This design comes from an exercise in tuning for small area on the open sky130 flow, not from production work.
Function was checked by simulation only, so behaviour that the tests miss may differ from the original.
Power figures rest on the tool's default switching activity, not on a simulated workload.

==> design.v <==
module mbcore (
    input  wire        clk,
    input  wire        rst,             
    input  wire        host_valid,
    input  wire        host_write,
    input  wire [5:0]  host_addr,
    input  wire [31:0] host_wdata,
    output reg  [31:0] host_rdata,
    input  wire        tick,
    input  wire        link_mode,
    output reg         link_req,
    output reg  [1:0]  link_op,         
    output reg  [31:0] link_wdata,
    input  wire        link_ack,
    input  wire        link_err,
    input  wire [31:0] link_code,
    input  wire [31:0] link_rdata,
    output wire [31:0] pay_addr,
    input  wire [31:0] pay_rdata,
    input  wire [4:0]  img_addr,
    output reg  [31:0] img_data,
    output wire        ev_valid,
    output wire        ev_kind,
    output wire [31:0] ev_data
);
    localparam [15:0] CKS_POLY_P2P = 16'hA517;
    localparam [15:0] CKS_ACC0_P2P = 16'hFFF8;
    localparam [15:0] CKS_POLY_SH  = 16'hC37B;
    localparam [15:0] CKS_ACC0_SH  = 16'hC387;
    localparam [31:0] PROBE        = 32'hFA57B007;
    localparam [31:0] P_KEY_P2P    = 32'h20796220;
    localparam [31:0] P_KEY_SH     = 32'h43202F2F;
    localparam [31:0] P_IMAGE_LEN  = 32'd128;
    localparam [2:0] S_IDLE = 3'd0, S_SEND = 3'd1, S_ACK = 3'd2, S_SIZE = 3'd3,
                     S_STREAM = 3'd4, S_DONE = 3'd5, S_FAILED = 3'd6;
    localparam [1:0] F_PRECOND = 2'd0, F_TIMEOUT = 2'd1, F_TRANSPORT = 2'd2;
    reg [31:0] opa, opb, result;
    reg [2:0]  cmd_err;
    reg [3:0]  cmd_op;
    reg [15:0] cks_acc;
    reg [31:0] cks_hh, cks_hl;
    reg        cks_v, cks_mode;
    reg [31:0] ksc_seed;
    reg        ksc_v, ksc_mode;
    reg [2:0]  st;
    reg [1:0]  sb;
    reg [31:0] seq_len, seq_base;
    reg [4:0]  seq_att;
    reg [30:0] seq_wcnt;
    reg [31:0] seq_lastw, seq_terr;
    reg [1:0]  seq_wait;
    reg        evv;
    wire busy      = (st == S_SEND) || (st == S_ACK) || (st == S_SIZE) || (st == S_STREAM);
    wire in_send   = (st == S_SEND);
    wire in_ack    = (st == S_ACK);
    wire st_done   = (st == S_DONE);
    wire st_failed = (st == S_FAILED);
    wire [15:0] cks_poly = cks_mode ? CKS_POLY_P2P : (cks_v ? CKS_POLY_SH : 16'd0);
    wire [31:0] ksc_key  = ksc_mode ? P_KEY_P2P : (ksc_v ? P_KEY_SH : 32'd0);
    wire [1:0] seq_sub  = (in_send || in_ack) ? sb : 2'd0;
    wire [2:0] seq_code = st_done ? 3'd1 : (st_failed ? ({1'b0, sb} + 3'd2) : 3'd0);
    wire       seq_vm   = st_done & sb[0];
    always @* begin
        case (host_addr)
            6'h01: host_rdata = opa;
            6'h02: host_rdata = opb;
            6'h03: host_rdata = result;
            6'h04: host_rdata = {24'd0, cmd_op, 1'b0, cmd_err};
            6'h05: host_rdata = {16'd0, cks_acc};
            6'h06: host_rdata = {16'd0, cks_poly};
            6'h07: host_rdata = cks_hh;
            6'h08: host_rdata = cks_hl;
            6'h09: host_rdata = {30'd0, cks_mode, cks_v};
            6'h0A: host_rdata = ksc_seed;
            6'h0B: host_rdata = ksc_key;
            6'h0C: host_rdata = {30'd0, ksc_mode, ksc_v};
            6'h0D: host_rdata = {19'd0, busy, seq_vm, seq_code, 3'd0, seq_sub, st};
            6'h0E: host_rdata = seq_len;
            6'h0F: host_rdata = seq_base;
            6'h10: host_rdata = {27'd0, seq_att};
            6'h11: host_rdata = {1'b0, seq_wcnt};
            6'h12: host_rdata = seq_lastw;
            6'h13: host_rdata = seq_terr;
            6'h14: host_rdata = {30'd0, seq_wait};
            default: host_rdata = 32'd0;
        endcase
    end
    wire        host_wr = host_valid && host_write;
    wire        cmd_wr  = host_wr && (host_addr == 6'h00);
    wire [3:0]  c_op    = host_wdata[3:0];
    wire        c_mode  = host_wdata[4];
    reg  [2:0]  c_err;
    always @* begin
        if (c_op == 4'd0 || c_op > 4'd6)
            c_err = 3'd1;
        else if (host_wdata[31:5] != 27'd0)
            c_err = 3'd2;
        else if (c_mode && c_op != 4'd1 && c_op != 4'd4)
            c_err = 3'd2;
        else if ((c_op == 4'd2 || c_op == 4'd3) && !cks_v)
            c_err = 3'd3;
        else if (c_op == 4'd5 && !ksc_v)
            c_err = 3'd3;
        else if (c_op == 4'd6 && busy)
            c_err = 3'd4;
        else
            c_err = 3'd0;
    end
    wire do_cmd    = cmd_wr && (c_err == 3'd0);
    wire do_cinit  = do_cmd && (c_op == 4'd1);
    wire do_cfold  = do_cmd && (c_op == 4'd2 || c_op == 4'd3);
    wire do_kinit  = do_cmd && (c_op == 4'd4);
    wire do_xform  = do_cmd && (c_op == 4'd5);
    wire do_start  = do_cmd && (c_op == 4'd6);
    wire [31:0] crc_fin;
    wire        fin_c16;
    assign crc_fin[7:0] = cks_hh[7:0];
    mb_add #(8)  u_fin_lo (.a(cks_hh[15:8]),  .b(cks_hl[7:0]), .ci(1'b0),    .s(crc_fin[15:8]),  .co(fin_c16));
    mb_add #(16) u_fin_hi (.a(cks_hh[31:16]), .b(16'hFFFF),    .ci(fin_c16), .s(crc_fin[31:16]), .co());
    wire [31:0] crc_word = c_op[0] ? crc_fin : opa;    
    wire [15:0] fold_a;
    mb_crc u_crc (.a(cks_acc), .w(crc_word), .m(cks_mode), .f(fold_a));
    wire [31:0] ksc_next;
    mb_mul u_mul (.x(ksc_seed), .r(ksc_next));
    wire [31:0] ksc_off;
    mb_add #(32) u_off (.a(~opb), .b(32'hFE000001), .ci(1'b0), .s(ksc_off), .co());
    wire [31:0] ksc_masked = ksc_next ^ opa ^ ksc_off ^ ksc_key;
    wire more_c;
    mb_add #(30) u_more (.a(seq_wcnt[29:0]), .b(~seq_len[31:2]), .ci(seq_len[1:0] == 2'd0),
                         .s(), .co(more_c));
    wire seq_more = !seq_wcnt[30] && !more_c;
    wire [31:0] seq_expected;    
    mb_add #(32) u_exp (.a(seq_len), .b(32'h01FFFFFC), .ci(1'b0), .s(seq_expected), .co());
    wire vmatch_now = (seq_wcnt != 31'd0) && (seq_lastw == seq_expected);
    assign pay_addr[1:0] = seq_base[1:0];
    mb_add #(30) u_pay (.a(seq_base[31:2]), .b(seq_wcnt[29:0]), .ci(1'b0), .s(pay_addr[31:2]), .co());
    wire [30:0] wcnt_inc;
    mb_add #(31) u_winc (.a(seq_wcnt), .b(31'd0), .ci(1'b1), .s(wcnt_inc), .co());
    wire [4:0] att_inc;
    mb_add #(5)  u_ainc (.a(seq_att), .b(5'd0), .ci(1'b1), .s(att_inc), .co());
    always @* begin
        link_req   = 1'b0;
        link_op    = 2'd1;
        link_wdata = 32'd0;
        case (st)
            S_SEND: if (sb[0]) begin
                link_req   = 1'b1;
                link_op    = 2'd0;
                link_wdata = P_IMAGE_LEN;
            end
            S_ACK: if (sb == 2'd0) begin
                link_req   = 1'b1;
                link_wdata = PROBE;
            end else if (sb == 2'd1) begin
                link_req   = 1'b1;
                link_op    = 2'd2;
            end
            S_SIZE: begin
                link_req   = 1'b1;
                link_wdata = {2'b00, seq_len[31:2]};
            end
            S_STREAM: if (seq_more) begin
                link_req   = 1'b1;
                link_wdata = pay_rdata;
            end
            default: ;
        endcase
    end
    wire link_done = link_req && link_ack;
    assign ev_valid = evv;
    assign ev_kind  = st_done;
    assign ev_data  = seq_lastw;
    always @(posedge clk) begin
        if (rst) begin
            opa <= 32'd0; opb <= 32'd0; result <= 32'd0;
            cmd_err <= 3'd0; cmd_op <= 4'd0;
            cks_acc <= 16'd0; cks_hh <= 32'd0; cks_hl <= 32'd0;
            cks_v <= 1'b0; cks_mode <= 1'b0;
            ksc_seed <= 32'd0; ksc_v <= 1'b0; ksc_mode <= 1'b0;
            st <= S_IDLE; sb <= 2'd0;
            seq_len <= 32'd0; seq_base <= 32'd0; seq_att <= 5'd0;
            seq_wcnt <= 31'd0; seq_lastw <= 32'd0; seq_terr <= 32'd0; seq_wait <= 2'd0;
            evv <= 1'b0;
        end else begin
            evv <= 1'b0;
            if (host_wr && host_addr == 6'h01) opa <= host_wdata;
            if (host_wr && host_addr == 6'h02) opb <= host_wdata;
            if (cmd_wr) begin
                cmd_err <= c_err;
                cmd_op  <= c_op;
            end
            if (do_cinit) begin
                cks_acc  <= c_mode ? CKS_ACC0_P2P : CKS_ACC0_SH;
                cks_hh   <= opa;
                cks_hl   <= opb;
                cks_mode <= c_mode;
                cks_v    <= 1'b1;
            end
            if (do_cfold) begin
                cks_acc <= fold_a;
                result  <= {16'd0, fold_a};
            end
            if (do_kinit) begin
                ksc_seed <= opa;
                ksc_mode <= c_mode;
                ksc_v    <= 1'b1;
            end
            if (do_xform) begin
                ksc_seed <= ksc_next;
                result   <= ksc_masked;
            end
            if (do_start) begin
                seq_len   <= opa;
                seq_base  <= opb;
                seq_att   <= 5'd0;
                seq_wcnt  <= 31'd0;
                seq_lastw <= 32'd0;
                seq_terr  <= 32'd0;
                seq_wait  <= 2'd0;
                st        <= S_SEND;
                sb        <= 2'd0;
            end
            case (st)
                S_SEND: begin
                    if (!sb[0]) begin
                        if (link_mode) begin
                            st <= S_FAILED;
                            sb <= F_PRECOND;
                        end else begin
                            sb <= 2'd1;
                        end
                    end else if (link_done) begin
                        st <= S_ACK;
                        sb <= 2'd0;
                    end
                end
                S_ACK: begin
                    case (sb)
                        2'd0: if (link_done) begin
                            if (link_err) begin
                                seq_terr <= link_code;
                                st       <= S_FAILED;
                                sb       <= F_TRANSPORT;
                            end else begin
                                sb <= 2'd1;
                            end
                        end
                        2'd1: if (link_done) begin
                            if (link_err) begin
                                seq_terr <= link_code;
                                st       <= S_FAILED;
                                sb       <= F_TRANSPORT;
                            end else begin
                                seq_att <= att_inc;
                                if (link_rdata == PROBE) begin
                                    st <= S_SIZE;
                                    sb <= 2'd0;
                                end else begin
                                    sb       <= 2'd2;
                                    seq_wait <= 2'd3;
                                end
                            end
                        end
                        2'd2: begin
                            if (seq_wait == 2'd0) begin
                                if (!seq_att[4]) begin
                                    sb <= 2'd0;
                                end else begin
                                    st <= S_FAILED;
                                    sb <= F_TIMEOUT;
                                end
                            end else if (tick) begin
                                seq_wait <= seq_wait - 2'd1;
                            end
                        end
                        default: ;
                    endcase
                end
                S_SIZE: if (link_done) begin
                    if (link_err) begin
                        seq_terr <= link_code;
                        st       <= S_FAILED;
                        sb       <= F_TRANSPORT;
                    end else begin
                        st <= S_STREAM;
                    end
                end
                S_STREAM: begin
                    if (seq_more) begin
                        if (link_done) begin
                            if (link_err) begin
                                seq_terr <= link_code;
                                st       <= S_FAILED;
                                sb       <= F_TRANSPORT;
                            end else begin
                                seq_lastw <= pay_rdata;
                                seq_wcnt  <= wcnt_inc;
                                evv       <= 1'b1;
                            end
                        end
                    end else begin
                        st <= S_DONE;
                        sb <= {1'b0, vmatch_now};
                        evv <= vmatch_now;
                    end
                end
                default: ;
            endcase
        end
    end
    always @* begin
        case (img_addr)
            5'd0: img_data = 32'hDF21ACCD;
            5'd1: img_data = 32'h7AB381FF;
            5'd2: img_data = 32'h677F492C;
            5'd3: img_data = 32'h8D64B06C;
            5'd4: img_data = 32'h4E0CD47D;
            5'd5: img_data = 32'hFB85CCCB;
            5'd6: img_data = 32'hF9A3F02F;
            5'd7: img_data = 32'h4ADBCDCA;
            5'd8: img_data = 32'hDF6E6274;
            5'd9: img_data = 32'hC9AD9B24;
            5'd10: img_data = 32'hCE517C19;
            5'd11: img_data = 32'h35153EE0;
            5'd12: img_data = 32'hFA2C7A3A;
            5'd13: img_data = 32'hAA2562DF;
            5'd14: img_data = 32'hF7358AD1;
            5'd15: img_data = 32'h933063E4;
            5'd16: img_data = 32'h6CF363DF;
            5'd17: img_data = 32'h6C4B6EB4;
            5'd18: img_data = 32'h3ADA6B61;
            5'd19: img_data = 32'hCBE23B3C;
            5'd20: img_data = 32'hF81FACB4;
            5'd21: img_data = 32'hB41AB262;
            5'd22: img_data = 32'h4C4D9ED1;
            5'd23: img_data = 32'h870A7665;
            5'd24: img_data = 32'h1AC594A8;
            5'd25: img_data = 32'hC1D38B08;
            5'd26: img_data = 32'h90050224;
            5'd27: img_data = 32'h924478C2;
            5'd28: img_data = 32'hC241405D;
            5'd29: img_data = 32'h4BFF3D7D;
            5'd30: img_data = 32'h024B4379;
            5'd31: img_data = 32'h513D67A8;
        endcase
    end
endmodule
module mb_add #(parameter N = 32) (
    input  wire [N-1:0] a,
    input  wire [N-1:0] b,
    input  wire         ci,
    output wire [N-1:0] s,
    output wire         co
);
    wire [N:0] c;
    assign c[0] = ci;
    genvar i;
    generate
        for (i = 0; i < N; i = i + 1) begin : g_bit
            assign s[i]   = a[i] ^ b[i] ^ c[i];
            assign c[i+1] = (a[i] & b[i]) | (a[i] & c[i]) | (b[i] & c[i]);
        end
    endgenerate
    assign co = c[N];
endmodule
module mb_mul (input wire [31:0] x, output wire [31:0] r);
    wire [31:0] y;
    assign y[0] = x[0];
    assign y[1] = x[1];
    wire s1 = x[2] ^ ~x[0] ^ 1'b1;
    wire c2 = (x[2] & ~x[0]) | (x[2] & 1'b1) | (~x[0] & 1'b1);
    assign y[2] = s1;
    wire s3 = x[3] ^ ~x[1] ^ c2;
    wire c4 = (x[3] & ~x[1]) | (x[3] & c2) | (~x[1] & c2);
    assign y[3] = s3;
    wire s5 = x[4] ^ ~x[2] ^ c4;
    wire c6 = (x[4] & ~x[2]) | (x[4] & c4) | (~x[2] & c4);
    assign y[4] = s5;
    wire s7 = x[5] ^ ~x[3] ^ ~x[0];
    wire c8 = (x[5] & ~x[3]) | (x[5] & ~x[0]) | (~x[3] & ~x[0]);
    wire s9 = 1'b1 ^ c6 ^ s7;
    wire c10 = (1'b1 & c6) | (1'b1 & s7) | (c6 & s7);
    assign y[5] = s9;
    wire s11 = x[6] ^ ~x[4] ^ ~x[1];
    wire c12 = (x[6] & ~x[4]) | (x[6] & ~x[1]) | (~x[4] & ~x[1]);
    wire s13 = c8 ^ c10 ^ s11;
    wire c14 = (c8 & c10) | (c8 & s11) | (c10 & s11);
    assign y[6] = s13;
    wire s15 = x[7] ^ ~x[5] ^ ~x[2];
    wire c16 = (x[7] & ~x[5]) | (x[7] & ~x[2]) | (~x[5] & ~x[2]);
    wire s17 = c12 ^ c14 ^ s15;
    wire c18 = (c12 & c14) | (c12 & s15) | (c14 & s15);
    assign y[7] = s17;
    wire s19 = x[8] ^ ~x[6] ^ ~x[3];
    wire c20 = (x[8] & ~x[6]) | (x[8] & ~x[3]) | (~x[6] & ~x[3]);
    wire s21 = c16 ^ c18 ^ s19;
    wire c22 = (c16 & c18) | (c16 & s19) | (c18 & s19);
    assign y[8] = s21;
    wire s23 = x[9] ^ ~x[7] ^ ~x[4];
    wire c24 = (x[9] & ~x[7]) | (x[9] & ~x[4]) | (~x[7] & ~x[4]);
    wire s25 = c20 ^ c22 ^ s23;
    wire c26 = (c20 & c22) | (c20 & s23) | (c22 & s23);
    assign y[9] = s25;
    wire s27 = x[10] ^ ~x[8] ^ ~x[5];
    wire c28 = (x[10] & ~x[8]) | (x[10] & ~x[5]) | (~x[8] & ~x[5]);
    wire s29 = c24 ^ c26 ^ s27;
    wire c30 = (c24 & c26) | (c24 & s27) | (c26 & s27);
    assign y[10] = s29;
    wire s31 = x[11] ^ ~x[9] ^ ~x[6];
    wire c32 = (x[11] & ~x[9]) | (x[11] & ~x[6]) | (~x[9] & ~x[6]);
    wire s33 = x[0] ^ c28 ^ c30;
    wire c34 = (x[0] & c28) | (x[0] & c30) | (c28 & c30);
    wire s35 = s31 ^ s33;
    wire c36 = s31 & s33;
    assign y[11] = s35;
    wire s37 = x[12] ^ ~x[10] ^ ~x[7];
    wire c38 = (x[12] & ~x[10]) | (x[12] & ~x[7]) | (~x[10] & ~x[7]);
    wire s39 = x[1] ^ c32 ^ c34;
    wire c40 = (x[1] & c32) | (x[1] & c34) | (c32 & c34);
    wire s41 = c36 ^ s37 ^ s39;
    wire c42 = (c36 & s37) | (c36 & s39) | (s37 & s39);
    assign y[12] = s41;
    wire s43 = x[13] ^ ~x[11] ^ ~x[8];
    wire c44 = (x[13] & ~x[11]) | (x[13] & ~x[8]) | (~x[11] & ~x[8]);
    wire s45 = x[2] ^ c38 ^ c40;
    wire c46 = (x[2] & c38) | (x[2] & c40) | (c38 & c40);
    wire s47 = c42 ^ s43 ^ s45;
    wire c48 = (c42 & s43) | (c42 & s45) | (s43 & s45);
    assign y[13] = s47;
    wire s49 = x[14] ^ ~x[12] ^ ~x[9];
    wire c50 = (x[14] & ~x[12]) | (x[14] & ~x[9]) | (~x[12] & ~x[9]);
    wire s51 = x[3] ^ c44 ^ c46;
    wire c52 = (x[3] & c44) | (x[3] & c46) | (c44 & c46);
    wire s53 = c48 ^ s49 ^ s51;
    wire c54 = (c48 & s49) | (c48 & s51) | (s49 & s51);
    assign y[14] = s53;
    wire s55 = x[15] ^ ~x[13] ^ ~x[10];
    wire c56 = (x[15] & ~x[13]) | (x[15] & ~x[10]) | (~x[13] & ~x[10]);
    wire s57 = x[4] ^ c50 ^ c52;
    wire c58 = (x[4] & c50) | (x[4] & c52) | (c50 & c52);
    wire s59 = c54 ^ s55 ^ s57;
    wire c60 = (c54 & s55) | (c54 & s57) | (s55 & s57);
    assign y[15] = s59;
    wire s61 = x[16] ^ ~x[14] ^ ~x[11];
    wire c62 = (x[16] & ~x[14]) | (x[16] & ~x[11]) | (~x[14] & ~x[11]);
    wire s63 = x[5] ^ c56 ^ c58;
    wire c64 = (x[5] & c56) | (x[5] & c58) | (c56 & c58);
    wire s65 = c60 ^ s61 ^ s63;
    wire c66 = (c60 & s61) | (c60 & s63) | (s61 & s63);
    assign y[16] = s65;
    wire s67 = x[17] ^ ~x[15] ^ ~x[12];
    wire c68 = (x[17] & ~x[15]) | (x[17] & ~x[12]) | (~x[15] & ~x[12]);
    wire s69 = x[6] ^ c62 ^ c64;
    wire c70 = (x[6] & c62) | (x[6] & c64) | (c62 & c64);
    wire s71 = c66 ^ s67 ^ s69;
    wire c72 = (c66 & s67) | (c66 & s69) | (s67 & s69);
    assign y[17] = s71;
    wire s73 = x[18] ^ ~x[16] ^ ~x[13];
    wire c74 = (x[18] & ~x[16]) | (x[18] & ~x[13]) | (~x[16] & ~x[13]);
    wire s75 = x[7] ^ c68 ^ c70;
    wire c76 = (x[7] & c68) | (x[7] & c70) | (c68 & c70);
    wire s77 = c72 ^ s73 ^ s75;
    wire c78 = (c72 & s73) | (c72 & s75) | (s73 & s75);
    assign y[18] = s77;
    wire s79 = x[19] ^ ~x[17] ^ ~x[14];
    wire c80 = (x[19] & ~x[17]) | (x[19] & ~x[14]) | (~x[17] & ~x[14]);
    wire s81 = x[8] ^ c74 ^ c76;
    wire c82 = (x[8] & c74) | (x[8] & c76) | (c74 & c76);
    wire s83 = c78 ^ s79 ^ s81;
    wire c84 = (c78 & s79) | (c78 & s81) | (s79 & s81);
    assign y[19] = s83;
    wire s85 = x[20] ^ ~x[18] ^ ~x[15];
    wire c86 = (x[20] & ~x[18]) | (x[20] & ~x[15]) | (~x[18] & ~x[15]);
    wire s87 = x[9] ^ c80 ^ c82;
    wire c88 = (x[9] & c80) | (x[9] & c82) | (c80 & c82);
    wire s89 = c84 ^ s85 ^ s87;
    wire c90 = (c84 & s85) | (c84 & s87) | (s85 & s87);
    assign y[20] = s89;
    wire s91 = x[21] ^ ~x[19] ^ ~x[16];
    wire c92 = (x[21] & ~x[19]) | (x[21] & ~x[16]) | (~x[19] & ~x[16]);
    wire s93 = x[10] ^ c86 ^ c88;
    wire c94 = (x[10] & c86) | (x[10] & c88) | (c86 & c88);
    wire s95 = c90 ^ s91 ^ s93;
    wire c96 = (c90 & s91) | (c90 & s93) | (s91 & s93);
    assign y[21] = s95;
    wire s97 = x[22] ^ ~x[20] ^ ~x[17];
    wire c98 = (x[22] & ~x[20]) | (x[22] & ~x[17]) | (~x[20] & ~x[17]);
    wire s99 = x[11] ^ c92 ^ c94;
    wire c100 = (x[11] & c92) | (x[11] & c94) | (c92 & c94);
    wire s101 = c96 ^ s97 ^ s99;
    wire c102 = (c96 & s97) | (c96 & s99) | (s97 & s99);
    assign y[22] = s101;
    wire s103 = x[23] ^ ~x[21] ^ ~x[18];
    wire c104 = (x[23] & ~x[21]) | (x[23] & ~x[18]) | (~x[21] & ~x[18]);
    wire s105 = x[12] ^ c98 ^ c100;
    wire c106 = (x[12] & c98) | (x[12] & c100) | (c98 & c100);
    wire s107 = c102 ^ s103 ^ s105;
    wire c108 = (c102 & s103) | (c102 & s105) | (s103 & s105);
    assign y[23] = s107;
    wire s109 = x[24] ^ ~x[22] ^ ~x[19];
    wire c110 = (x[24] & ~x[22]) | (x[24] & ~x[19]) | (~x[22] & ~x[19]);
    wire s111 = x[13] ^ c104 ^ c106;
    wire c112 = (x[13] & c104) | (x[13] & c106) | (c104 & c106);
    wire s113 = c108 ^ s109 ^ s111;
    wire c114 = (c108 & s109) | (c108 & s111) | (s109 & s111);
    assign y[24] = s113;
    wire s115 = x[25] ^ ~x[23] ^ ~x[20];
    wire c116 = (x[25] & ~x[23]) | (x[25] & ~x[20]) | (~x[23] & ~x[20]);
    wire s117 = x[14] ^ c110 ^ c112;
    wire c118 = (x[14] & c110) | (x[14] & c112) | (c110 & c112);
    wire s119 = c114 ^ s115 ^ s117;
    wire c120 = (c114 & s115) | (c114 & s117) | (s115 & s117);
    assign y[25] = s119;
    wire s121 = x[26] ^ ~x[24] ^ ~x[21];
    wire c122 = (x[26] & ~x[24]) | (x[26] & ~x[21]) | (~x[24] & ~x[21]);
    wire s123 = x[15] ^ c116 ^ c118;
    wire c124 = (x[15] & c116) | (x[15] & c118) | (c116 & c118);
    wire s125 = c120 ^ s121 ^ s123;
    wire c126 = (c120 & s121) | (c120 & s123) | (s121 & s123);
    assign y[26] = s125;
    wire s127 = x[27] ^ ~x[25] ^ ~x[22];
    wire c128 = (x[27] & ~x[25]) | (x[27] & ~x[22]) | (~x[25] & ~x[22]);
    wire s129 = x[16] ^ c122 ^ c124;
    wire c130 = (x[16] & c122) | (x[16] & c124) | (c122 & c124);
    wire s131 = c126 ^ s127 ^ s129;
    wire c132 = (c126 & s127) | (c126 & s129) | (s127 & s129);
    assign y[27] = s131;
    wire s133 = x[28] ^ ~x[26] ^ ~x[23];
    wire c134 = (x[28] & ~x[26]) | (x[28] & ~x[23]) | (~x[26] & ~x[23]);
    wire s135 = x[17] ^ c128 ^ c130;
    wire c136 = (x[17] & c128) | (x[17] & c130) | (c128 & c130);
    wire s137 = c132 ^ s133 ^ s135;
    wire c138 = (c132 & s133) | (c132 & s135) | (s133 & s135);
    assign y[28] = s137;
    wire s139 = x[29] ^ ~x[27] ^ ~x[24];
    wire c140 = (x[29] & ~x[27]) | (x[29] & ~x[24]) | (~x[27] & ~x[24]);
    wire s141 = x[18] ^ c134 ^ c136;
    wire c142 = (x[18] & c134) | (x[18] & c136) | (c134 & c136);
    wire s143 = c138 ^ s139 ^ s141;
    wire c144 = (c138 & s139) | (c138 & s141) | (s139 & s141);
    assign y[29] = s143;
    wire s145 = x[30] ^ ~x[28] ^ ~x[25];
    wire c146 = (x[30] & ~x[28]) | (x[30] & ~x[25]) | (~x[28] & ~x[25]);
    wire s147 = x[19] ^ c140 ^ c142;
    wire c148 = (x[19] & c140) | (x[19] & c142) | (c140 & c142);
    wire s149 = c144 ^ s145 ^ s147;
    wire c150 = (c144 & s145) | (c144 & s147) | (s145 & s147);
    assign y[30] = s149;
    assign y[31] = x[31] ^ ~x[29] ^ ~x[26] ^ x[20] ^ c146 ^ c148 ^ c150;
    wire [31:0] r0;
    assign r0[0] = ~x[0];
    wire s151 = ~x[1] ^ 1'b1;
    wire c152 = ~x[1] & 1'b1;
    assign r0[1] = s151;
    wire s153 = ~x[2] ^ y[0] ^ c152;
    wire c154 = (~x[2] & y[0]) | (~x[2] & c152) | (y[0] & c152);
    assign r0[2] = s153;
    wire s155 = ~x[3] ^ y[1] ^ c154;
    wire c156 = (~x[3] & y[1]) | (~x[3] & c154) | (y[1] & c154);
    assign r0[3] = s155;
    wire s157 = ~x[4] ^ y[2] ^ c156;
    wire c158 = (~x[4] & y[2]) | (~x[4] & c156) | (y[2] & c156);
    assign r0[4] = s157;
    wire s159 = ~x[5] ^ y[3] ^ c158;
    wire c160 = (~x[5] & y[3]) | (~x[5] & c158) | (y[3] & c158);
    assign r0[5] = s159;
    wire s161 = ~x[6] ^ y[4] ^ c160;
    wire c162 = (~x[6] & y[4]) | (~x[6] & c160) | (y[4] & c160);
    assign r0[6] = s161;
    wire s163 = ~x[7] ^ y[5] ^ c162;
    wire c164 = (~x[7] & y[5]) | (~x[7] & c162) | (y[5] & c162);
    assign r0[7] = s163;
    wire s165 = ~x[8] ^ y[6] ^ c164;
    wire c166 = (~x[8] & y[6]) | (~x[8] & c164) | (y[6] & c164);
    assign r0[8] = s165;
    wire s167 = ~x[9] ^ y[7] ^ ~y[0];
    wire c168 = (~x[9] & y[7]) | (~x[9] & ~y[0]) | (y[7] & ~y[0]);
    wire s169 = 1'b1 ^ c166 ^ s167;
    wire c170 = (1'b1 & c166) | (1'b1 & s167) | (c166 & s167);
    assign r0[9] = s169;
    wire s171 = ~x[10] ^ y[8] ^ ~y[1];
    wire c172 = (~x[10] & y[8]) | (~x[10] & ~y[1]) | (y[8] & ~y[1]);
    wire s173 = c168 ^ c170 ^ s171;
    wire c174 = (c168 & c170) | (c168 & s171) | (c170 & s171);
    assign r0[10] = s173;
    wire s175 = ~x[11] ^ y[9] ^ ~y[2];
    wire c176 = (~x[11] & y[9]) | (~x[11] & ~y[2]) | (y[9] & ~y[2]);
    wire s177 = c172 ^ c174 ^ s175;
    wire c178 = (c172 & c174) | (c172 & s175) | (c174 & s175);
    assign r0[11] = s177;
    wire s179 = ~x[12] ^ y[10] ^ ~y[3];
    wire c180 = (~x[12] & y[10]) | (~x[12] & ~y[3]) | (y[10] & ~y[3]);
    wire s181 = c176 ^ c178 ^ s179;
    wire c182 = (c176 & c178) | (c176 & s179) | (c178 & s179);
    assign r0[12] = s181;
    wire s183 = ~x[13] ^ y[11] ^ ~y[4];
    wire c184 = (~x[13] & y[11]) | (~x[13] & ~y[4]) | (y[11] & ~y[4]);
    wire s185 = c180 ^ c182 ^ s183;
    wire c186 = (c180 & c182) | (c180 & s183) | (c182 & s183);
    assign r0[13] = s185;
    wire s187 = ~x[14] ^ y[12] ^ ~y[5];
    wire c188 = (~x[14] & y[12]) | (~x[14] & ~y[5]) | (y[12] & ~y[5]);
    wire s189 = c184 ^ c186 ^ s187;
    wire c190 = (c184 & c186) | (c184 & s187) | (c186 & s187);
    assign r0[14] = s189;
    wire s191 = ~x[15] ^ y[13] ^ ~y[6];
    wire c192 = (~x[15] & y[13]) | (~x[15] & ~y[6]) | (y[13] & ~y[6]);
    wire s193 = c188 ^ c190 ^ s191;
    wire c194 = (c188 & c190) | (c188 & s191) | (c190 & s191);
    assign r0[15] = s193;
    wire s195 = ~x[16] ^ y[14] ^ ~y[7];
    wire c196 = (~x[16] & y[14]) | (~x[16] & ~y[7]) | (y[14] & ~y[7]);
    wire s197 = c192 ^ c194 ^ s195;
    wire c198 = (c192 & c194) | (c192 & s195) | (c194 & s195);
    assign r0[16] = s197;
    wire s199 = ~x[17] ^ y[15] ^ ~y[8];
    wire c200 = (~x[17] & y[15]) | (~x[17] & ~y[8]) | (y[15] & ~y[8]);
    wire s201 = c196 ^ c198 ^ s199;
    wire c202 = (c196 & c198) | (c196 & s199) | (c198 & s199);
    assign r0[17] = s201;
    wire s203 = ~x[18] ^ y[16] ^ ~y[9];
    wire c204 = (~x[18] & y[16]) | (~x[18] & ~y[9]) | (y[16] & ~y[9]);
    wire s205 = y[0] ^ c200 ^ c202;
    wire c206 = (y[0] & c200) | (y[0] & c202) | (c200 & c202);
    wire s207 = s203 ^ s205;
    wire c208 = s203 & s205;
    assign r0[18] = s207;
    wire s209 = ~x[19] ^ y[17] ^ ~y[10];
    wire c210 = (~x[19] & y[17]) | (~x[19] & ~y[10]) | (y[17] & ~y[10]);
    wire s211 = y[1] ^ c204 ^ c206;
    wire c212 = (y[1] & c204) | (y[1] & c206) | (c204 & c206);
    wire s213 = c208 ^ s209 ^ s211;
    wire c214 = (c208 & s209) | (c208 & s211) | (s209 & s211);
    assign r0[19] = s213;
    wire s215 = ~x[20] ^ y[18] ^ ~y[11];
    wire c216 = (~x[20] & y[18]) | (~x[20] & ~y[11]) | (y[18] & ~y[11]);
    wire s217 = y[2] ^ c210 ^ c212;
    wire c218 = (y[2] & c210) | (y[2] & c212) | (c210 & c212);
    wire s219 = c214 ^ s215 ^ s217;
    wire c220 = (c214 & s215) | (c214 & s217) | (s215 & s217);
    assign r0[20] = s219;
    wire s221 = ~x[21] ^ y[19] ^ ~y[12];
    wire c222 = (~x[21] & y[19]) | (~x[21] & ~y[12]) | (y[19] & ~y[12]);
    wire s223 = y[3] ^ c216 ^ c218;
    wire c224 = (y[3] & c216) | (y[3] & c218) | (c216 & c218);
    wire s225 = c220 ^ s221 ^ s223;
    wire c226 = (c220 & s221) | (c220 & s223) | (s221 & s223);
    assign r0[21] = s225;
    wire s227 = ~x[22] ^ y[20] ^ ~y[13];
    wire c228 = (~x[22] & y[20]) | (~x[22] & ~y[13]) | (y[20] & ~y[13]);
    wire s229 = y[4] ^ c222 ^ c224;
    wire c230 = (y[4] & c222) | (y[4] & c224) | (c222 & c224);
    wire s231 = c226 ^ s227 ^ s229;
    wire c232 = (c226 & s227) | (c226 & s229) | (s227 & s229);
    assign r0[22] = s231;
    wire s233 = ~x[23] ^ y[21] ^ ~y[14];
    wire c234 = (~x[23] & y[21]) | (~x[23] & ~y[14]) | (y[21] & ~y[14]);
    wire s235 = y[5] ^ c228 ^ c230;
    wire c236 = (y[5] & c228) | (y[5] & c230) | (c228 & c230);
    wire s237 = c232 ^ s233 ^ s235;
    wire c238 = (c232 & s233) | (c232 & s235) | (s233 & s235);
    assign r0[23] = s237;
    wire s239 = ~x[24] ^ y[22] ^ ~y[15];
    wire c240 = (~x[24] & y[22]) | (~x[24] & ~y[15]) | (y[22] & ~y[15]);
    wire s241 = y[6] ^ c234 ^ c236;
    wire c242 = (y[6] & c234) | (y[6] & c236) | (c234 & c236);
    wire s243 = c238 ^ s239 ^ s241;
    wire c244 = (c238 & s239) | (c238 & s241) | (s239 & s241);
    assign r0[24] = s243;
    wire s245 = ~x[25] ^ y[23] ^ ~y[16];
    wire c246 = (~x[25] & y[23]) | (~x[25] & ~y[16]) | (y[23] & ~y[16]);
    wire s247 = y[7] ^ c240 ^ c242;
    wire c248 = (y[7] & c240) | (y[7] & c242) | (c240 & c242);
    wire s249 = c244 ^ s245 ^ s247;
    wire c250 = (c244 & s245) | (c244 & s247) | (s245 & s247);
    assign r0[25] = s249;
    wire s251 = ~x[26] ^ y[24] ^ ~y[17];
    wire c252 = (~x[26] & y[24]) | (~x[26] & ~y[17]) | (y[24] & ~y[17]);
    wire s253 = y[8] ^ c246 ^ c248;
    wire c254 = (y[8] & c246) | (y[8] & c248) | (c246 & c248);
    wire s255 = c250 ^ s251 ^ s253;
    wire c256 = (c250 & s251) | (c250 & s253) | (s251 & s253);
    assign r0[26] = s255;
    wire s257 = ~x[27] ^ y[25] ^ ~y[18];
    wire c258 = (~x[27] & y[25]) | (~x[27] & ~y[18]) | (y[25] & ~y[18]);
    wire s259 = y[9] ^ c252 ^ c254;
    wire c260 = (y[9] & c252) | (y[9] & c254) | (c252 & c254);
    wire s261 = c256 ^ s257 ^ s259;
    wire c262 = (c256 & s257) | (c256 & s259) | (s257 & s259);
    assign r0[27] = s261;
    wire s263 = ~x[28] ^ y[26] ^ ~y[19];
    wire c264 = (~x[28] & y[26]) | (~x[28] & ~y[19]) | (y[26] & ~y[19]);
    wire s265 = y[10] ^ y[0] ^ c258;
    wire c266 = (y[10] & y[0]) | (y[10] & c258) | (y[0] & c258);
    wire s267 = c260 ^ c262 ^ s263;
    wire c268 = (c260 & c262) | (c260 & s263) | (c262 & s263);
    wire s269 = s265 ^ s267;
    wire c270 = s265 & s267;
    assign r0[28] = s269;
    wire s271 = ~x[29] ^ y[27] ^ ~y[20];
    wire c272 = (~x[29] & y[27]) | (~x[29] & ~y[20]) | (y[27] & ~y[20]);
    wire s273 = y[11] ^ y[1] ^ c264;
    wire c274 = (y[11] & y[1]) | (y[11] & c264) | (y[1] & c264);
    wire s275 = c266 ^ c268 ^ c270;
    wire c276 = (c266 & c268) | (c266 & c270) | (c268 & c270);
    wire s277 = s271 ^ s273 ^ s275;
    wire c278 = (s271 & s273) | (s271 & s275) | (s273 & s275);
    assign r0[29] = s277;
    wire s279 = ~x[30] ^ y[28] ^ ~y[21];
    wire c280 = (~x[30] & y[28]) | (~x[30] & ~y[21]) | (y[28] & ~y[21]);
    wire s281 = y[12] ^ y[2] ^ c272;
    wire c282 = (y[12] & y[2]) | (y[12] & c272) | (y[2] & c272);
    wire s283 = c274 ^ c276 ^ c278;
    wire c284 = (c274 & c276) | (c274 & c278) | (c276 & c278);
    wire s285 = s279 ^ s281 ^ s283;
    wire c286 = (s279 & s281) | (s279 & s283) | (s281 & s283);
    assign r0[30] = s285;
    assign r0[31] = ~x[31] ^ y[29] ^ ~y[22] ^ y[13] ^ y[3] ^ x[0] ^ c280 ^ c282 ^ c284 ^ c286;
    assign r = r0;
endmodule
module mb_crc (input wire [15:0] a, input wire [31:0] w, input wire m, output wire [15:0] f);
    wire [15:0] u = a ^ w[15:0];
    wire x32 = u[4] ^ w[25];
    wire x33 = u[2] ^ w[23];
    wire x34 = u[5] ^ w[26];
    wire x35 = u[6] ^ w[27];
    wire x36 = u[1] ^ u[15];
    wire x37 = u[3] ^ w[24];
    wire x38 = w[28] ^ w[31];
    wire x39 = u[0] ^ u[8];
    wire x40 = u[7] ^ u[13];
    wire x41 = u[1] ^ w[21];
    wire x42 = u[9] ^ w[30];
    wire x43 = u[11] ^ u[14];
    wire x44 = u[7] ^ x33;
    wire x45 = u[8] ^ u[10];
    wire x46 = u[11] ^ w[22];
    wire x47 = u[12] ^ w[29];
    wire x48 = u[14] ^ w[16];
    wire x49 = w[17] ^ x38;
    wire x50 = w[20] ^ w[30];
    wire x51 = u[0] ^ u[9];
    wire x52 = u[2] ^ u[12];
    wire x53 = u[3] ^ x32;
    wire x54 = u[10] ^ w[26];
    wire x55 = u[15] ^ w[20];
    wire x56 = u[15] ^ w[28];
    wire x57 = w[16] ^ x35;
    wire x58 = w[17] ^ x36;
    wire x59 = w[18] ^ w[22];
    wire x60 = w[19] ^ w[29];
    wire x61 = w[21] ^ w[22];
    wire x62 = x35 ^ x39;
    wire x63 = u[0] ^ w[31];
    wire x64 = u[1] ^ x42;
    wire x65 = u[2] ^ u[6];
    wire x66 = u[3] ^ w[29];
    wire x67 = u[4] ^ u[14];
    wire x68 = u[5] ^ w[19];
    wire x69 = u[9] ^ w[17];
    wire x70 = u[10] ^ w[28];
    wire x71 = u[12] ^ x33;
    wire x72 = u[13] ^ w[25];
    wire x73 = u[13] ^ x39;
    wire x74 = w[16] ^ w[27];
    wire x75 = w[17] ^ x34;
    wire x76 = w[18] ^ w[23];
    wire x77 = w[18] ^ x41;
    wire x78 = w[19] ^ x46;
    wire x79 = w[20] ^ x32;
    wire x80 = w[21] ^ x49;
    wire x81 = w[24] ^ w[27];
    wire x82 = w[24] ^ x43;
    wire x83 = w[25] ^ x55;
    wire x84 = w[26] ^ x48;
    wire x85 = w[29] ^ x34;
    wire x86 = w[30] ^ x53;
    wire x87 = w[31] ^ x61;
    wire x88 = x32 ^ x40;
    wire x89 = x34 ^ x36;
    wire x90 = x37 ^ x43;
    wire x91 = x37 ^ x45;
    wire x92 = x41 ^ x62;
    wire x93 = x44 ^ x60;
    assign f[0] = (u[13] ^ x32 ^ x36 ^ x52 ^ x87) ^ (m ? (x37 ^ x69 ^ x70) : (w[18] ^ x48 ^ x62 ^ x85));
    assign f[1] = (u[9] ^ x47 ^ x76 ^ x80) ^ (m ? (w[16] ^ x82 ^ x89) : (u[7] ^ w[19] ^ x39 ^ x86));
    assign f[2] = (w[19] ^ w[21] ^ x42 ^ x57) ^ (m ? (u[1] ^ u[4] ^ w[18] ^ x38 ^ x66) : (u[10] ^ u[14] ^ w[24] ^ x52 ^ x83));
    assign f[3] = (u[3] ^ w[21] ^ x40 ^ x83) ^ (m ? (w[24] ^ x47 ^ x64 ^ x68) : (w[16] ^ x46 ^ x49 ^ x54));
    assign f[4] = (x63 ^ x65 ^ x72) ^ (m ? (u[4] ^ x45 ^ x50 ^ x61 ^ x84) : (u[5] ^ u[11] ^ w[23] ^ x58));
    assign f[5] = (u[5] ^ x81 ^ x88) ^ (m ? (w[28] ^ x43 ^ x54 ^ x71) : (u[8] ^ u[15] ^ x66 ^ x87));
    assign f[6] = (u[13] ^ w[27] ^ x47 ^ x56) ^ (m ? (u[6] ^ u[8] ^ w[25] ^ x34 ^ x90) : (w[31] ^ x33 ^ x42 ^ x77));
    assign f[7] = (u[12] ^ w[26] ^ w[30] ^ x32 ^ x35 ^ x56) ^ (m ? (w[29] ^ x40 ^ x48 ^ x51) : (x68 ^ x77 ^ x91));
    assign f[8] = (x38 ^ x40 ^ x74 ^ x85) ^ (m ? (u[14] ^ w[30] ^ x45 ^ x58) : (x51 ^ x65 ^ x78 ^ x79));
    assign f[9] = (u[10] ^ u[13] ^ w[16] ^ x59 ^ x86) ^ (m ? (x47 ^ x82 ^ x92) : (x44 ^ x49 ^ x55));
    assign f[10] = (x58 ^ x71 ^ x72 ^ x78) ^ (m ? (u[7] ^ x34 ^ x38 ^ x42 ^ x67) : (x35 ^ x37));
    assign f[11] = (w[28] ^ x76 ^ x79 ^ x84) ^ (m ? (u[5] ^ w[22] ^ w[29] ^ x69 ^ x92) : (x37 ^ x40 ^ x52));
    assign f[12] = (u[15] ^ w[21] ^ x60 ^ x75 ^ x81) ^ (m ? (u[6] ^ x44 ^ x59 ^ x64 ^ x70) : (u[14] ^ x53 ^ x73));
    assign f[13] = (w[25] ^ w[28] ^ x50 ^ x57 ^ x59) ^ (m ? (u[11] ^ w[31] ^ x91 ^ x93) : (x51 ^ x67 ^ x89));
    assign f[14] = (x36 ^ x54 ^ x93) ^ (m ? (x46 ^ x50 ^ x73) : (u[5] ^ x57 ^ x80));
    assign f[15] = (u[12] ^ x41 ^ x50 ^ x63 ^ x90) ^ (m ? (u[8] ^ u[9] ^ x33 ^ x74) : (x56 ^ x75 ^ x88));
endmodule
==> run.sh <==
#!/bin/bash
# synth_recipe.tcl (not shown) runs the flow's synth.tcl, then flattens the netlist and writes it again
# the make line also repeats each setting of config.mk as NAME=value (left out here)
make -C /OpenROAD-flow-scripts/flow DESIGN_CONFIG=/design/flow/config.mk WORK_HOME=/design/flow/orfs CLKGATE_MAP_FILE= SYNTH_SCRIPT=/design/flow/synth_recipe.tcl finish
==> config.mk <==
export PLATFORM = sky130hd
export DESIGN_NAME = mbcore
export DESIGN_NICKNAME = mbcore
export VERILOG_FILES = /design/flow/design.v
export SDC_FILE = /design/flow/constraint.sdc
export NUM_CORES = 4
export LEC_CHECK = 0
export CAP_MARGIN = 20
export CORE_MARGIN = 2
export CORE_UTILIZATION = 40
export PLACE_DENSITY = 0.6
export SLEW_MARGIN = 20
==> constraint.sdc <==
create_clock -name core_clock -period 20.0 [get_ports {clk}]
set_input_delay 4.0000 -clock core_clock [delete_from_list [all_inputs] [get_ports {clk}]]
set_output_delay 4.0000 -clock core_clock [all_outputs]
set_load 0.01 [all_outputs]
==> run notes <==
* Switching component of the power at about 0.0006 W
* Number of cells upsized or downsized after cts at 0
* Post-Synthesis Cells at roughly 3700
* Max-slew violations at 0
* Max-cap violation count at 0
* Final core utilization at 0.4763
* ANT nets after route at 0
* Data arrival time of the critical path at ~13 ns
* Sequential group share of total power at 0.387
* Buffer depth of the longest clock path at 3
* Fraction of synthesized cell area taken by the top area cell type at 0.2598
* Start-to-end type of the worst setup path: register to output pin
* Area growth syn-to-layout at 17.88%
* Input/output buffers at 311
* DRC viols at 0
* Cell type contributing the most total cell area after synthesis: dfxtp_1
* Proportion of total power due to net switching at 0.2957
* I/O pin cnt at around 310
* Gpl congestion at 1.016
* Global route overflow at 0
* Logic depth of the worst setup path including buffers at 34
* Total wire length at between 100 and 150 mm
* Worst vdd ir at around 0.052 mV
* Run status: no timing/DRC/antenna violations
* Critical-path cell with the highest stage delay: clkdlybuf4s50_1
* Clock sinks at between 300 and 400
* Post-layout minimum cycle time at 16.94 ns
* DPL Wire Length at just over 100 mm
* Clock group share of total power at 0.441
* Worst Reg2Reg Path Length in Cells at just under 50
* Number of buffers added by the clock tree synthesis step at 47
* Count of warnings emitted by yosys at 1
* Sequential fraction of the synthesis area at 0.2598
* Worst slew margin relative to its limit at 0.1894
* Chip width at approximately 280 um
* Transition at the pin with the smallest max-transition slack at approximately 1.2 ns
* Global-route wire length before repair at ~190 mm
* Worst Setup Slack, final at roughly 3.1 ns
* GRT Total Usage at 0.3390
* Nets in the synthesized netlist at about 4200
* Critical path fanouts, max at 5
* Diode insertion count for antenna repair at 0
* Setup violations, final at 0
* Startpoint type of the worst setup path: register
* Number of cells traversed by the worst hold path at 2
* Part of the total power dissipated in combinational logic at 0.172
* Post-synthesis sequential element count at 391
* Number of global-route vias before repair at 27421
* Total internal power at 0.001441 W
* Net total in the final layout at 4322
* Critical Path Max Stage Delay at about 0.57 ns
* Depth of the CTS H-tree at 2
* Top post-synthesis cells by area: dfxtp_1 (26%), fa_1 (11%), nand2_1 (8.7%)
* Iteration-0 DRC count of the detailed router at around 4300
* Power Density at a little under 60 mW/mm^2
* Number of enable-type register cells in the synthesized netlist at 0
* Most common cell on crit path: fa_1
* Setup Slack @ Placement at between 3 and 4 ns
* Highest attainable clock frequency at between 50 and 60 MHz
* Number of vias after detailed routing at roughly 30000
* Worst hold path type: register to register
* Placement Rows at 100
* Final Cell Area at approximately 0.036 mm^2
* Gate family responsible for the most delay along the worst path: adder cells
* Cell chosen for the clock root: clkbuf_16
* Kind of end point of the critical path: output pin
* Vertical extent of the die at between 200 and 300 um
* Leading post-synthesis cells by instance count: nand2_1 (698), dfxtp_1 (391), a21oi_1 (390)
* Clock input transition at the sequential cells of the worst setup and hold paths at ~0.06 ns
* Buffers & Inverters on Critical Path at 3
* Sum of negative setup slack at 0 ns
* Starting density of the core at 0.4041
* Count of cell types in the netlist at between 80 and 90
* Core Box Area at 0.07457 mm^2
* Clk Latency, worst-skew pair at around 0.64 ns
* Average detailed-routed wire length per instance at between 20 and 30 um
* Period Utilization, post-route at 0.8468
* CP required at ~16 ns
* Commonest register cell after synthesis: dfxtp_1
* Static Leak at ~13 nW
* Via count normalized by instance count at slightly above 6
* Floorplan die area at 0.07754 mm^2
* Share of final-layout standard cells stronger than drive strength 1 at 0.05116
* Number of buffers added to fix hold violations after cts at 0
* Average instance area after synthesis at just over 8 um^2
* Library cell with the highest instance count after synthesis: nand2_1
* RSZ-0062 raised after global routing: no
* Max Clock Skew at roughly 0.054 ns
* Standard cell area after detailed placement at approximately 0.034 mm^2
* Largest net degree at the start of global routing at between 100 and 150
* Share of flip-flops with an asynchronous set or reset at 0
* First drt pass iteration count at 6
* Post-Synthesis Cell Area at 0.03013 mm^2
* Number of antenna violations at the first check in global routing at 2
* Hold Vio Cnt, Final at 0
* Post-CTS setup buffer count at 0
* TritonCTS clock tree: built
## power by group through the flow
stage | Clock [W] | Combinational [W] | Sequential (W)
after floorplan | 0 | 0.000210 | 0.000804
after global placement | 0 | 0.000343 | 0.000809
after detailed placement | 0 | 0.000341 | 0.000809
after CTS | 0.000905 | 0.000343 | 0.000792
after global routing | 0.000934 | 0.000372 | 0.000792
final | 0.000903 | 0.000351 | 0.000792
## registers in the layout (all words and copies together), names as in the netlist
signal / flops
cmd_err: 3
seq_terr: 32
result: 32
seq_len: 32
ksc_mode: 1
cks_mode: 1
cks_hl: 32
st: 3
seq_lastw: 32
cks_acc: 16
ksc_seed: 32
seq_wcnt: 31
cks_hh: 32
ksc_v: 1
cmd_op: 4
cks_v: 1
seq_base: 32
opa: 32
seq_att: 5
opb: 32
seq_wait: 2
evv: 1
sb: 2
## layer usage
layer / part of all wire / global-route usage / wire length (um) / vias up
li1: - / - / - / 13046
met1: 0.40 / 0.4592 / 53540 / 14343
met2: 0.44 / 0.5250 / 59760 / 1823
met3: 0.10 / 0.06514 / 13950 / 327
met4: 0.054 / 0.1492 / 7284 / 2
met5: 0.00010 / 0 / 14 / -
## final timing paths
path	from	end	slack, ns
max	seq_wcnt[0]	pay_addr[31]	3.06
max reg2reg	ksc_seed[0]	result[31]	3.19
min reg2reg	cks_hl[18]	cks_hl[18]	0.45
min	cks_hl[18]	cks_hl[18]	0.45
## cell families (layout without fill, tap and decap cells)
family,count (synthesis),after routing,synth area share
simple gates,1168,1168,0.1708
compound gates,884,884,0.1850
buf+inv,522,713,0.06797
xor+xnor,393,393,0.1293
flops,391,391,0.2598
fa+ha+maj,303,303,0.1668
mux,57,57,0.02022
## area by class of cell
cell class,instances,area [um^2]
Fill cell,7332,39050
Clock inverter,19,231.5
Inverter,253,949.7
Multi-Input combinational cell,2805,20360
Sequential cell,391,7829
Clock buffer,66,1348
Timing Repair Buffer,375,3586
Tap cell,969,1212
## cells in the final DEF (no fill, tap or decap), types with 9 or more instances in the layout
cell type,n
ha_1,137
xnor3_1,26
mux2i_1,53
dfxtp_1,390
o21ai_0,120
clkinv_2,10
nor2b_1,29
buf_4,65
xnor2_1,264
a221o_1,18
inv_1,249
nand4_1,30
clkbuf_1,9
nor2_2,10
a211oi_1,43
a22o_1,34
fa_1,165
a222oi_1,16
nor4_1,24
clkbuf_8,10
and3_1,11
o211ai_1,23
nand2b_1,28
nor3_1,25
nor2_1,128
nand2_1,696
a21oi_1,389
a221oi_1,52
clkbuf_16,47
a22oi_1,79
clkdlybuf4s50_1,307
a31oi_1,29
o22ai_1,9
xor2_1,93
nand3_1,120
## stage by stage
stage / total power, W / hold slack (ns) / instances
after floorplan: 0.001014 / 0.4314 / 3718
after global placement: 0.001152 / 0.4374 / 4793
after detailed placement: 0.001150 / 0.4458 / 4793
after CTS: 0.002040 / 0.4538 / 4878
after global routing: 0.002098 / 0.4658 / 4878
final: 0.002047 / 0.4539 / 4878
## tightest hold or removal path: cells and delay by family (launching register included)
family | cells | cell delay [ns]
DFF | 1 | 0.31
and+or+nand+nor | 1 | 0.05
AOI/OAI and AO/OA | 1 | 0.05

what the ideal ports hide:
How much do the figures lean on ideal ports? The routed layout below was timed once more, with nothing changed but the port constraints. Step 1, drivers: a clkbuf_16 drives clk and a buf_2 each remaining input, both assumed. Step 2, shift: input delay + t, output delay - t, t = (earliest + latest rising clock arrival at the registers) / 2. This alone moves slack from input paths to output paths. Three values: ideal, step 1, step 2; two values: the first two.
t (ns): 0.678
setup slack, ns: 3.064 / 2.995 / 3.191
worst register clock-pin slew, ns: 0.07 / 0.07
worst slew at a driven data input, ns: 0.06
pins driven straight from the clock port: 1
After both steps setup and hold are still met in this run. The setup slack of this run moves by -0.069 ns with the drivers and by +0.127 ns with both steps.
